Background: an optimization exercise with open tools, aiming at small area, a short achievable clock period and few clock cycles per item. Do not read the settings as production practice.
The RTL of this run was laid out without a check of its function.
Power figures rest on the tool's default switching activity, not on a simulated workload.

$ cat flow/config.mk
export PLATFORM = sky130hd
export DESIGN_NAME = fft_peak16
export DESIGN_NICKNAME = fft_peak16
export VERILOG_FILES = /design/flow/design.v
export SDC_FILE = /design/flow/constraint.sdc
export NUM_CORES = 4
export LEC_CHECK = 0
export ABC_AREA = 1
export CAP_MARGIN = 20
export CORE_MARGIN = 2
export CORE_UTILIZATION = 55
export PLACE_DENSITY = 0.7
export SLEW_MARGIN = 20
$ cat flow/constraint.sdc
create_clock -name core_clock -period 70.0 [get_ports {clk}]
set_input_delay 14.0000 -clock core_clock [delete_from_list [all_inputs] [get_ports {clk}]]
set_output_delay 14.0000 -clock core_clock [all_outputs]
set_load 0.01 [all_outputs]
$ cat flow/design.v
module pk_sq (
    input  wire [14:0] x,
    output reg  [14:0] y,
    output wire        nan
);
    wire [4:0]  e = x[14:10];
    wire [10:0] m = {1'b1, x[9:0]};
    wire [21:0] p;
    pk_sq_core u_core (.f(x[9:0]), .p(p));
    wire        hi = p[21];
    wire        e_max = (e == 5'h1F);
    assign nan = e_max && (x[9:0] != 10'd0);
    wire [5:0]  be0 = {e, hi} - 6'd15;
    reg  [10:0] kept;
    reg         g, st;
    reg  [14:0] base, inc;
    reg         c;
    integer i;
    always @(*) begin
        case (e)
            5'd1:    begin kept = 11'd0;               g = 1'b0;  st = 1'b1;          end
            5'd2:    begin kept = 11'd0;               g = p[21]; st = 1'b1;          end
            5'd3:    begin kept = {9'd0, p[21:20]};    g = p[19]; st = 1'b1;          end
            5'd4:    begin kept = {7'd0, p[21:18]};    g = p[17]; st = |m[8:0];       end
            5'd5:    begin kept = {5'd0, p[21:16]};    g = p[15]; st = |m[7:0];       end
            5'd6:    begin kept = {3'd0, p[21:14]};    g = p[13]; st = |m[6:0];       end
            5'd7:    begin kept = {1'd0, p[21:12]};    g = p[11]; st = |m[5:0];       end
            default: begin
                kept = hi ? p[21:11] : p[20:10];
                g    = hi ? p[10] : p[9];
                st   = |m[4:0];
            end
        endcase
        base = (e >= 5'd8) ? {be0[4:0], kept[9:0]} : {5'd0, kept[9:0]};
        c = g & (st | kept[0]);
        for (i = 0; i < 15; i = i + 1) begin
            inc[i] = base[i] ^ c;
            c      = base[i] & c;
        end
        if (e == 5'd0)
            y = 15'd0;
        else if (e_max || e >= 5'd23)
            y = 15'h7C00;
        else
            y = inc;
    end
endmodule
module pk_add (
    input  wire [14:0] a,
    input  wire [14:0] b,
    output reg  [14:0] y
);
    reg         swap, gt, c;
    reg  [14:0] x, z;
    reg  [10:0] mx, mz;
    reg  [4:0]  ex, ez, d, f;
    reg  [12:0] zs;
    reg         jam;
    reg  [13:0] s;
    reg  [10:0] kept;
    reg  [14:0] base, inc;
    reg         g, st, cy, bw;
    integer i;
    always @(*) begin
        gt = 1'b0;
        for (i = 10; i < 15; i = i + 1)
            gt = (b[i] & ~a[i]) | (~(b[i] ^ a[i]) & gt);
        swap = gt;
        x  = swap ? b : a;
        z  = swap ? a : b;
        mx = {(x[14:10] != 5'd0), x[9:0]};
        mz = {(z[14:10] != 5'd0), z[9:0]};
        ex = {x[14:11], x[10] | (x[14:10] == 5'd0)};
        ez = {z[14:11], z[10] | (z[14:10] == 5'd0)};
        bw = 1'b0;
        for (i = 0; i < 5; i = i + 1) begin
            d[i] = ex[i] ^ ez[i] ^ bw;
            bw   = (~ex[i] & ez[i]) | (~(ex[i] ^ ez[i]) & bw);
        end
        zs  = {mz, 2'b00};
        jam = 1'b0;
        if (d[4]) begin jam = |zs;        zs = 13'd0;         end
        if (d[3]) begin jam = jam | (|zs[7:0]); zs = zs >> 8; end
        if (d[2]) begin jam = jam | (|zs[3:0]); zs = zs >> 4; end
        if (d[1]) begin jam = jam | (|zs[1:0]); zs = zs >> 2; end
        if (d[0]) begin jam = jam | zs[0];      zs = zs >> 1; end
        zs[0] = zs[0] | jam;
        cy = 1'b0;
        for (i = 0; i < 13; i = i + 1) begin
            s[i] = (i >= 2 ? mx[i - 2] : 1'b0) ^ zs[i] ^ cy;
            cy   = ((i >= 2 ? mx[i - 2] : 1'b0) & zs[i]) | (cy & ((i >= 2 ? mx[i - 2] : 1'b0) ^ zs[i]));
        end
        s[13] = cy;
        c    = s[13];
        kept = c ? s[13:3] : s[12:2];
        g    = c ? s[2] : s[1];
        st   = c ? (s[1] | s[0]) : s[0];
        f = kept[10] ? ex + {4'd0, c} : 5'd0;
        base = {f, kept[9:0]};
        cy = g & (st | kept[0]);
        for (i = 0; i < 15; i = i + 1) begin
            inc[i] = base[i] ^ cy;
            cy     = base[i] & cy;
        end
        if (x[14:10] == 5'h1F || f == 5'h1F)
            y = 15'h7C00;
        else
            y = inc;
    end
endmodule
module pk_div (
    input  wire        clk,
    input  wire        load,      
    input  wire        fin,       
    input  wire [8:0]  n_int,     
    input  wire [15:0] si,
    output reg  [15:0] q          
);
    reg  [11:0] r;
    reg  [3:0]  lzn, lzd;
    reg  [8:0]  nn;
    reg  [10:0] dd;
    wire [4:0]  es = si[14:10];
    wire [10:0] ms = {(es != 5'd0), si[9:0]};
    integer i;
    always @(*) begin
        lzn = 4'd0;
        lzd = 4'd0;
        for (i = 0; i < 9; i = i + 1)
            if (n_int[i]) lzn = 4'd8 - i[3:0];
        for (i = 0; i < 11; i = i + 1)
            if (ms[i]) lzd = 4'd10 - i[3:0];
        nn = n_int << lzn;
        dd = ms << lzd;
    end
    wire [11:0] rin = load ? {1'b0, nn, 2'b00} : r;
    reg  [11:0] diff, rn;
    reg         bw, qb;
    always @(*) begin
        bw = 1'b0;
        for (i = 0; i < 12; i = i + 1) begin
            diff[i] = rin[i] ^ (i < 11 ? dd[i] : 1'b0) ^ bw;
            bw      = (~rin[i] & (i < 11 ? dd[i] : 1'b0)) | (~(rin[i] ^ (i < 11 ? dd[i] : 1'b0)) & bw);
        end
        qb = !bw;
        rn = qb ? diff : rin;
    end
    wire [12:0] qa = {q[11:0], qb};
    wire        sticky = (rn != 12'd0);
    wire        q0 = qa[12];
    wire [4:0]  esx = {es[4:1], es[0] | (es == 5'd0)};
    wire signed [7:0] be1 = 8'sd28 + $signed({4'd0, lzd}) - $signed({4'd0, lzn}) - $signed({3'd0, esx});
    wire signed [7:0] be  = q0 ? be1 : be1 - 8'sd1;
    wire [12:0] v = q0 ? {qa[12:1], qa[0] | sticky} : {qa[11:0], sticky};
    reg  [12:0] vs;
    reg  [14:0] base, enc;
    reg  [15:0] res;
    reg         cy;
    wire        s = si[15];
    wire        si_nan  = (es == 5'h1F) && (si[9:0] != 10'd0);
    wire        si_zero = (si[14:0] == 15'd0);
    wire        n_zero  = (n_int == 9'd0);
    always @(*) begin
        if (be == 8'sd0)
            vs = {1'b0, v[12:2], v[1] | v[0]};
        else if (be == -8'sd1)
            vs = {2'b00, v[12:3], v[2] | v[1] | v[0]};
        else
            vs = v;
        base = {(be >= 8'sd1) ? be[4:0] : 5'd0, vs[11:2]};
        cy = vs[1] & (vs[0] | vs[2]);
        for (i = 0; i < 15; i = i + 1) begin
            enc[i] = base[i] ^ cy;
            cy     = base[i] & cy;
        end
        if (si_nan || (n_zero && si_zero))
            res = 16'h7E00;
        else if (n_zero || es >= 5'd21)
            res = {s, 15'd0};
        else if (si_zero || be >= 8'sd31)
            res = {s, 15'h7C00};
        else
            res = {s, enc};
    end
    always @(posedge clk) begin
        r <= {rn[10:0], 1'b0};
        q <= fin ? res : {q[14:0], qb};
    end
endmodule
module fft_peak16 (
    input  wire        clk,
    input  wire        rst,
    input  wire        in_valid,
    output wire        in_ready,
    input  wire [15:0] in_re,
    input  wire [15:0] in_im,
    input  wire [15:0] in_si,
    output reg         out_valid,
    output wire [8:0]  out_bin,
    output wire [15:0] out_mag,
    output wire [15:0] out_freq
);
    reg        rdy;
    reg  [8:0] cnt;        
    reg  [3:0] st;         
    reg        s1_v, s2_v, s2_nan;
    reg [14:0] s1_re, s1_im, s2_a, s2_b;
    reg [15:0] si;
    reg  [8:0] best;
    reg [14:0] bestv;
    assign in_ready = rdy;
    wire acc = in_valid && rdy;
    wire [14:0] re2, im2;
    wire        re_nan, im_nan;
    pk_sq u_re2 (.x(s1_re), .y(re2), .nan(re_nan));
    pk_sq u_im2 (.x(s1_im), .y(im2), .nan(im_nan));
    always @(posedge clk) begin
        s1_re  <= in_re[14:0];
        s1_im  <= in_im[14:0];
        s2_a   <= re2;
        s2_b   <= im2;
        s2_nan <= re_nan || im_nan;
        if (rdy) si <= in_si;
        if (rst) begin
            rdy       <= 1'b1;
            cnt       <= 9'd0;
            st        <= 4'd0;
            s1_v      <= 1'b0;
            s2_v      <= 1'b0;
            out_valid <= 1'b0;
        end else begin
            s1_v      <= acc;
            s2_v      <= s1_v;
            out_valid <= (st == 4'd15);
            if (acc) cnt <= cnt + 9'd1;
            if (acc && cnt == 9'd511) begin
                rdy <= 1'b0;
                st  <= 4'd1;
            end else if (st != 4'd0) begin
                st <= st + 4'd1;
                if (st == 4'd14) rdy <= 1'b1;
            end
        end
    end
    wire [14:0] mag;
    pk_add u_mag (.a(s2_a), .b(s2_b), .y(mag));
    wire [8:0]  bin2 = cnt + {8'hFF, ~s1_v};
    reg         gt;
    integer i;
    always @(*) begin
        gt = 1'b0;
        for (i = 0; i < 15; i = i + 1)
            gt = (mag[i] & ~bestv[i]) | (~(mag[i] ^ bestv[i]) & gt);
    end
    wire        take = (bin2 == 9'd0) || (!s2_nan && gt);
    always @(posedge clk) begin
        if (s2_v && take) begin
            best  <= bin2;
            bestv <= s2_nan ? 15'h7E00 : mag;
        end
    end
    pk_div u_div (
        .clk(clk), .load(st == 4'd3), .fin(st == 4'd15),
        .n_int(best), .si(si), .q(out_freq)
    );
    assign out_bin = best;
    assign out_mag = {1'b0, bestv};
endmodule
module pk_sq_core (
    input  wire [9:0]  f,
    output wire [21:0] p
);
    wire t1 = (f[0] & f[7]) ^ (f[1] & f[6]);
    wire t2 = (f[0] & f[7]) & (f[1] & f[6]);
    wire t3 = (f[0] & f[8]) ^ (f[1] & f[7]);
    wire t4 = (f[0] & f[8]) & (f[1] & f[7]);
    wire t5 = (f[0] & f[9]) ^ (f[1] & f[8]) ^ (f[2] & f[7]);
    wire t6 = ((f[0] & f[9]) & (f[1] & f[8])) | ((f[2] & f[7]) & ((f[0] & f[9]) ^ (f[1] & f[8])));
    wire t7 = (f[3] & f[6]) ^ (f[4] & f[5]);
    wire t8 = (f[3] & f[6]) & (f[4] & f[5]);
    wire t9 = f[0] ^ (f[1] & f[9]) ^ (f[2] & f[8]);
    wire t10 = (f[0] & (f[1] & f[9])) | ((f[2] & f[8]) & (f[0] ^ (f[1] & f[9])));
    wire t11 = (f[3] & f[7]) ^ (f[4] & f[6]);
    wire t12 = (f[3] & f[7]) & (f[4] & f[6]);
    wire t13 = f[1] ^ (f[2] & f[9]) ^ (f[3] & f[8]);
    wire t14 = (f[1] & (f[2] & f[9])) | ((f[3] & f[8]) & (f[1] ^ (f[2] & f[9])));
    wire t15 = (f[4] & f[7]) ^ (f[5] & f[6]) ^ f[6];
    wire t16 = ((f[4] & f[7]) & (f[5] & f[6])) | (f[6] & ((f[4] & f[7]) ^ (f[5] & f[6])));
    wire t17 = f[2] ^ (f[3] & f[9]) ^ (f[4] & f[8]);
    wire t18 = (f[2] & (f[3] & f[9])) | ((f[4] & f[8]) & (f[2] ^ (f[3] & f[9])));
    wire t19 = f[3] ^ (f[4] & f[9]) ^ (f[5] & f[8]);
    wire t20 = (f[3] & (f[4] & f[9])) | ((f[5] & f[8]) & (f[3] ^ (f[4] & f[9])));
    wire t21 = (f[0] & f[5]) ^ (f[1] & f[4]);
    wire t22 = (f[0] & f[5]) & (f[1] & f[4]);
    wire t23 = (f[0] & f[6]) ^ (f[1] & f[5]);
    wire t24 = (f[0] & f[6]) & (f[1] & f[5]);
    wire t25 = t1 ^ (f[2] & f[5]) ^ (f[3] & f[4]);
    wire t26 = (t1 & (f[2] & f[5])) | ((f[3] & f[4]) & (t1 ^ (f[2] & f[5])));
    wire t27 = t3 ^ (f[2] & f[6]) ^ (f[3] & f[5]);
    wire t28 = (t3 & (f[2] & f[6])) | ((f[3] & f[5]) & (t3 ^ (f[2] & f[6])));
    wire t29 = t5 ^ t7 ^ f[5];
    wire t30 = (t5 & t7) | (f[5] & (t5 ^ t7));
    wire t31 = t9 ^ t11 ^ t6;
    wire t32 = (t9 & t11) | (t6 & (t9 ^ t11));
    wire t33 = t13 ^ t15 ^ t10;
    wire t34 = (t13 & t15) | (t10 & (t13 ^ t15));
    wire t35 = t17 ^ (f[5] & f[7]) ^ t14;
    wire t36 = (t17 & (f[5] & f[7])) | (t14 & (t17 ^ (f[5] & f[7])));
    wire t37 = t19 ^ (f[6] & f[7]) ^ f[7];
    wire t38 = (t19 & (f[6] & f[7])) | (f[7] & (t19 ^ (f[6] & f[7])));
    wire t39 = f[4] ^ (f[5] & f[9]) ^ (f[6] & f[8]);
    wire t40 = (f[4] & (f[5] & f[9])) | ((f[6] & f[8]) & (f[4] ^ (f[5] & f[9])));
    wire t41 = f[5] ^ (f[6] & f[9]) ^ (f[7] & f[8]);
    wire t42 = (f[5] & (f[6] & f[9])) | ((f[7] & f[8]) & (f[5] ^ (f[6] & f[9])));
    wire t43 = (f[0] & f[3]) ^ (f[1] & f[2]);
    wire t44 = (f[0] & f[3]) & (f[1] & f[2]);
    wire t45 = (f[0] & f[4]) ^ (f[1] & f[3]);
    wire t46 = (f[0] & f[4]) & (f[1] & f[3]);
    wire t47 = t21 ^ (f[2] & f[3]) ^ f[3];
    wire t48 = (t21 & (f[2] & f[3])) | (f[3] & (t21 ^ (f[2] & f[3])));
    wire t49 = t23 ^ (f[2] & f[4]) ^ t22;
    wire t50 = (t23 & (f[2] & f[4])) | (t22 & (t23 ^ (f[2] & f[4])));
    wire t51 = t25 ^ f[4] ^ t24;
    wire t52 = (t25 & f[4]) | (t24 & (t25 ^ f[4]));
    wire t53 = t27 ^ t2 ^ t26;
    wire t54 = (t27 & t2) | (t26 & (t27 ^ t2));
    wire t55 = t29 ^ t4 ^ t28;
    wire t56 = (t29 & t4) | (t28 & (t29 ^ t4));
    wire t57 = t31 ^ t8 ^ t30;
    wire t58 = (t31 & t8) | (t30 & (t31 ^ t8));
    wire t59 = t33 ^ t12 ^ t32;
    wire t60 = (t33 & t12) | (t32 & (t33 ^ t12));
    wire t61 = t35 ^ t16 ^ t34;
    wire t62 = (t35 & t16) | (t34 & (t35 ^ t16));
    wire t63 = t37 ^ t18 ^ t36;
    wire t64 = (t37 & t18) | (t36 & (t37 ^ t18));
    wire t65 = t39 ^ t20 ^ t38;
    wire t66 = (t39 & t20) | (t38 & (t39 ^ t20));
    wire t67 = t41 ^ f[8] ^ t40;
    wire t68 = (t41 & f[8]) | (t40 & (t41 ^ f[8]));
    wire t69 = f[6] ^ (f[7] & f[9]) ^ t42;
    wire t70 = (f[6] & (f[7] & f[9])) | (t42 & (f[6] ^ (f[7] & f[9])));
    wire t71 = f[7] ^ (f[8] & f[9]) ^ f[9];
    wire t72 = (f[7] & (f[8] & f[9])) | (f[9] & (f[7] ^ (f[8] & f[9])));
    wire t73 = (f[0] & f[1]) ^ f[1];
    wire t74 = (f[0] & f[1]) & f[1];
    wire t75 = (f[0] & f[2]) ^ t74;
    wire t76 = (f[0] & f[2]) & t74;
    wire t77 = t43 ^ f[2] ^ t76;
    wire t78 = (t43 & f[2]) | (t76 & (t43 ^ f[2]));
    wire t79 = t45 ^ t44 ^ t78;
    wire t80 = (t45 & t44) | (t78 & (t45 ^ t44));
    wire t81 = t47 ^ t46 ^ t80;
    wire t82 = (t47 & t46) | (t80 & (t47 ^ t46));
    wire t83 = t49 ^ t48 ^ t82;
    wire t84 = (t49 & t48) | (t82 & (t49 ^ t48));
    wire t85 = t51 ^ t50 ^ t84;
    wire t86 = (t51 & t50) | (t84 & (t51 ^ t50));
    wire t87 = t53 ^ t52 ^ t86;
    wire t88 = (t53 & t52) | (t86 & (t53 ^ t52));
    wire t89 = t55 ^ t54 ^ t88;
    wire t90 = (t55 & t54) | (t88 & (t55 ^ t54));
    wire t91 = t57 ^ t56 ^ t90;
    wire t92 = (t57 & t56) | (t90 & (t57 ^ t56));
    wire t93 = t59 ^ t58 ^ t92;
    wire t94 = (t59 & t58) | (t92 & (t59 ^ t58));
    wire t95 = t61 ^ t60 ^ t94;
    wire t96 = (t61 & t60) | (t94 & (t61 ^ t60));
    wire t97 = t63 ^ t62 ^ t96;
    wire t98 = (t63 & t62) | (t96 & (t63 ^ t62));
    wire t99 = t65 ^ t64 ^ t98;
    wire t100 = (t65 & t64) | (t98 & (t65 ^ t64));
    wire t101 = t67 ^ t66 ^ t100;
    wire t102 = (t67 & t66) | (t100 & (t67 ^ t66));
    wire t103 = t69 ^ t68 ^ t102;
    wire t104 = (t69 & t68) | (t102 & (t69 ^ t68));
    wire t105 = t71 ^ t70 ^ t104;
    wire t106 = (t71 & t70) | (t104 & (t71 ^ t70));
    wire t107 = f[8] ^ t72 ^ t106;
    wire t108 = (f[8] & t72) | (t106 & (f[8] ^ t72));
    wire t109 = 1'b1 ^ f[9] ^ t108;
    wire t110 = (1'b1 & f[9]) | (t108 & (1'b1 ^ f[9]));
    assign p = {t110, t109, t107, t105, t103, t101, t99, t97, t95, t93, t91, t89, t87, t85, t83, t81, t79, t77, t75, t73, 1'b0, f[0]};
endmodule
$ cat flow/run.sh
#!/bin/bash
# synth_recipe.tcl (not shown) runs the flow's synth.tcl, then flattens the netlist and writes it again
# the make line also repeats each setting of config.mk as NAME=value (left out here)
make -C /OpenROAD-flow-scripts/flow DESIGN_CONFIG=/design/flow/config.mk WORK_HOME=/design/flow/orfs CLKGATE_MAP_FILE= SYNTH_SCRIPT=/design/flow/synth_recipe.tcl finish
==> impl_metrics.yaml <==
timing:
  min_period_ns: 16.00
  fin_tns_setup_ns: 0
  fin_ws_ns: 54.00
  fin_skew_ns: 0.01707
  slew_headroom_pct: 31.86
  slew_violations: 0
  finalSetupViolations: 0
  whs_ns: 0.4538
  fmax_mhz: 62.50
  rsz0062_at_grt: "no"
  worst_slew_pin_slew_ns: 1.015
  hold_viol: 0
  min_period_over_period_pct: 22.86
critical_path:
  rr_startpoint: "s2_a[11]"
  critical_path_class: "reg2out"
  crit_family: "flip-flops"
  crit_end: "out_freq[11]"
  cp_slowest_cell: "dfxtp_1"
  crit_start: "u_div.q[11]"
  worst-path-stages: 1
  crit_arrival_ns: 2.00
  max_stage_delay_ns: 0.89
  critPathMaxFanout: 28
  path_buf_inv: 1
  timing.rr.end: "bestv[9]"
  cp-end-kind: "primary output"
  cp_cell_sequence: "clkdlybuf4s50_1"
  reg2reg_depth: 68
  rrSetupSlack_ns: 56.47
  crit_required_ns: 56.00
  start_kind: "register"
layout:
  drive_gt1_share_pct: 3.566
  area_growth_pct: 12.10
  fillCellCount: 2371
  layout_common_cells: "nand2_1 (425), inv_1 (406), nor2_1 (166), o21ai_0 (134), ha_1 (126)"
  num_antenna_cells: 0
  finalNetCount: 2256
  final_area_um2: 15570
  final_common_cell: "nand2_1"
routing:
  antenna_left: 0
  vias: 12161
  drcViolationCount: 0
  first_pass_iters: 10
  post_drt_wl_per_cell_um: 13.21
  routed_wl_mm: 30.67
  vias_per_cell: 5.240
  drtIter0Drc: 885
clocking:
  cts_tree: "built"
  clock_path_buffers: 2
  cts_setup_buffers: 0
  cts-resized-gates: 0
  clkTransAtPathRegs_ns: 0.07
  cts-root-buf: "clkbuf_16"
  cts_buffers: 17
  clock_latency_ns: 0.44
  cts_hold_buf: 0
  cts.sinks: 145
  cts_max_level: 4
min_path:
  hp-class: "reg2reg"
  holdPathStages: 2
place:
  port_buffers: 90
  pre_cts_slack_ns: 54.23
  dp_hpwl_mm: 24.17
  place_congestion: 0.9388
  placed_cell_area_um2: 14960
floorplanning:
  die_area_um2: 26540
  chipHeight_um: 162.9
  design.core.area_um2: 24960
  num_io_pins: 94
  row_count: 58
  initial_utilization_pct: 55.64
  die_x_um: 162.9
synth:
  syn-cell-area_um2: 13890
  ys_types: 61
  synth-edff-count: 40
  ys_ff_latch: 145
  synth_ff_type: "dfxtp_1"
  synthArstFlopShare_pct: 0
  syn_inst: 1927
  yosysWarningCount: 4
  ys_seq_area_share_pct: 23.78
  syn-num-nets: 2205
  syn_area_per_cell_um2: 7.208
flow_run:
  drv_cap: 0
pwr:
  power_density_nw_per_um2: 37.06
  power_frac_clock_pct: 16.7
  p_comb_share_pct: 61.5
  p_int_w: 0.0003093
  ir_drop_mv: 0.01730
  seqPwrFrac_pct: 21.9
  leakagePower_nw: 8.023
  swShare_pct: 46.39
  p_switching_w: 0.0002677
global_route:
  grt_pass1_vias: 11531
  antenna_found_initial: 0
  track_usage_pct: 24.38
  gr-total-overflow: 0
  grt_max_degree: 45
  grt_pass1_wl_mm: 53.32
status:
  run_status: "complete, no violations"
-- power groups by stage --
| stage | Combinational, W | Sequential, W | Clock [W] |
|---|---|---|---|
| finish | 0.000355 | 0.000126 | 0.0000961 |
| global route | 0.000418 | 0.000128 | 0.000102 |
| CTS | 0.000356 | 0.000126 | 0.0000982 |
| detailed placement | 0.000353 | 0.000128 | 0 |
| global placement | 0.000345 | 0.000127 | 0 |
| floorplan | 0.000274 | 0.000123 | 0 |
-- cell usage after synthesis, types with 4 or more instances --
library cell | instances | share of area, %
mux2_2 | 4 | 0.32
xor2_1 | 9 | 0.57
ha_1 | 126 | 11
nand4_1 | 11 | 0.50
clkbuf_1 | 50 | 1.4
nand3_2 | 7 | 0.50
a31oi_1 | 5 | 0.23
nand3_1 | 76 | 2.7
o22ai_1 | 17 | 0.77
edfxtp_1 | 40 | 8.6
a221oi_1 | 12 | 0.76
o211ai_1 | 13 | 0.70
or2_2 | 4 | 0.18
o21ai_1 | 7 | 0.25
xnor2_1 | 14 | 0.88
a21oi_1 | 59 | 2.1
mux2i_1 | 5 | 0.36
fa_1 | 101 | 15
nand2_1 | 425 | 11
a211oi_1 | 6 | 0.32
buf_2 | 6 | 0.22
nor2_1 | 166 | 4.5
nor4_1 | 13 | 0.59
clkinv_1 | 4 | 0.11
nor3_1 | 33 | 1.2
inv_1 | 406 | 11
o21ai_0 | 134 | 4.8
dfxtp_1 | 105 | 15
nand2_2 | 6 | 0.27
-- metrics by stage --
stage	cells	util [%]	total power, W
2_1_floorplan	1927	-	0.0003973
3_3_place_gp	2289	59.94	0.0004725
3_5_place_dp	2289	59.94	0.0004807
4_1_cts	2321	62.37	0.0005804
5_1_grt	2321	62.37	0.0006474
6_report	2321	62.37	0.0005770
-- how the worst min path moves through the flow --
stage	to	startpoint
after floorplan	s2_v	s1_v
after global placement	s2_v	s1_v
after detailed placement	s2_v	s1_v
after CTS	s2_v	s1_v
after global routing	s2_v	s1_v
final	s2_v	s1_v
-- logic make-up (layout without fill, tap and decap cells) --
logic type               count (synthesis)  count (layout)  synth area share (%)
AO/OA/AOI/OAI                          290             290                 12.21
XOR/XNOR                                23              23                 1.450
adder cells (fa/ha/maj)                227             227                 25.91
buffers and inverters                  477             541                 13.21
flip-flops                             145             145                 23.78
multiplexers                             9               9                0.6846
other                                    1               1               0.02700
AND/OR/NAND/NOR                        755             755                 22.74
-- flip-flops by register name, summed over array words and instances (netlist names) --
signal / count
s2_b: 15
s1_re: 15
out_valid: 1
si: 16
bestv: 15
s2_v: 1
rdy: 1
u_div.r: 11
cnt: 9
s2_nan: 1
u_div.q: 16
s2_a: 15
best: 9
st: 4
s1_v: 1
s1_im: 15
-- area by class of cell --
cell class	instances	area, µm²	area share [%]
repair buffers	95	938.4	6.027
inverters	414	1556	9.997
well taps	330	412.9	2.652
flip-flops and latches	145	3303	21.22
multi-input cells	1305	8752	56.21
clock inverters	14	177.7	1.141
clock buffers	18	429.2	2.756
-- routing by layer --
metal / track usage, % / part of all wire (%) / vias to the layer above
li1: - / - / 6185
met1: 32.30 / 45 / 5610
met2: 42.26 / 49 / 325
met3: 3.234 / 4.7 / 41
met4: 6.034 / 1.8 / 0
met5: 0 / 0 / -

[afterwards: timing with drivers on the ports]
The results above use ideal ports. As a check the final layout listed here was re-extracted and re-timed, cells and wires unchanged. Step 1, drivers: a clkbuf_16 drives clk and a buf_2 each remaining input, both assumed. Step 2 also shifts input and output timing later by t, the mid clock arrival at the registers, as if the neighbouring blocks saw the same clock. Three values: ideal ports, drivers, drivers and shift; two values: the first two.
t (ns): 0.476
setup WS [ns]: 54.000 / 53.951 / 54.218
worst setup path at the end: input to register
clock arrival spread, ns: 0.017 / 0.017
After both steps setup and hold are still met in this run. For this run, drivers alone change the setup slack by -0.049 ns; drivers and shift together by +0.218 ns.
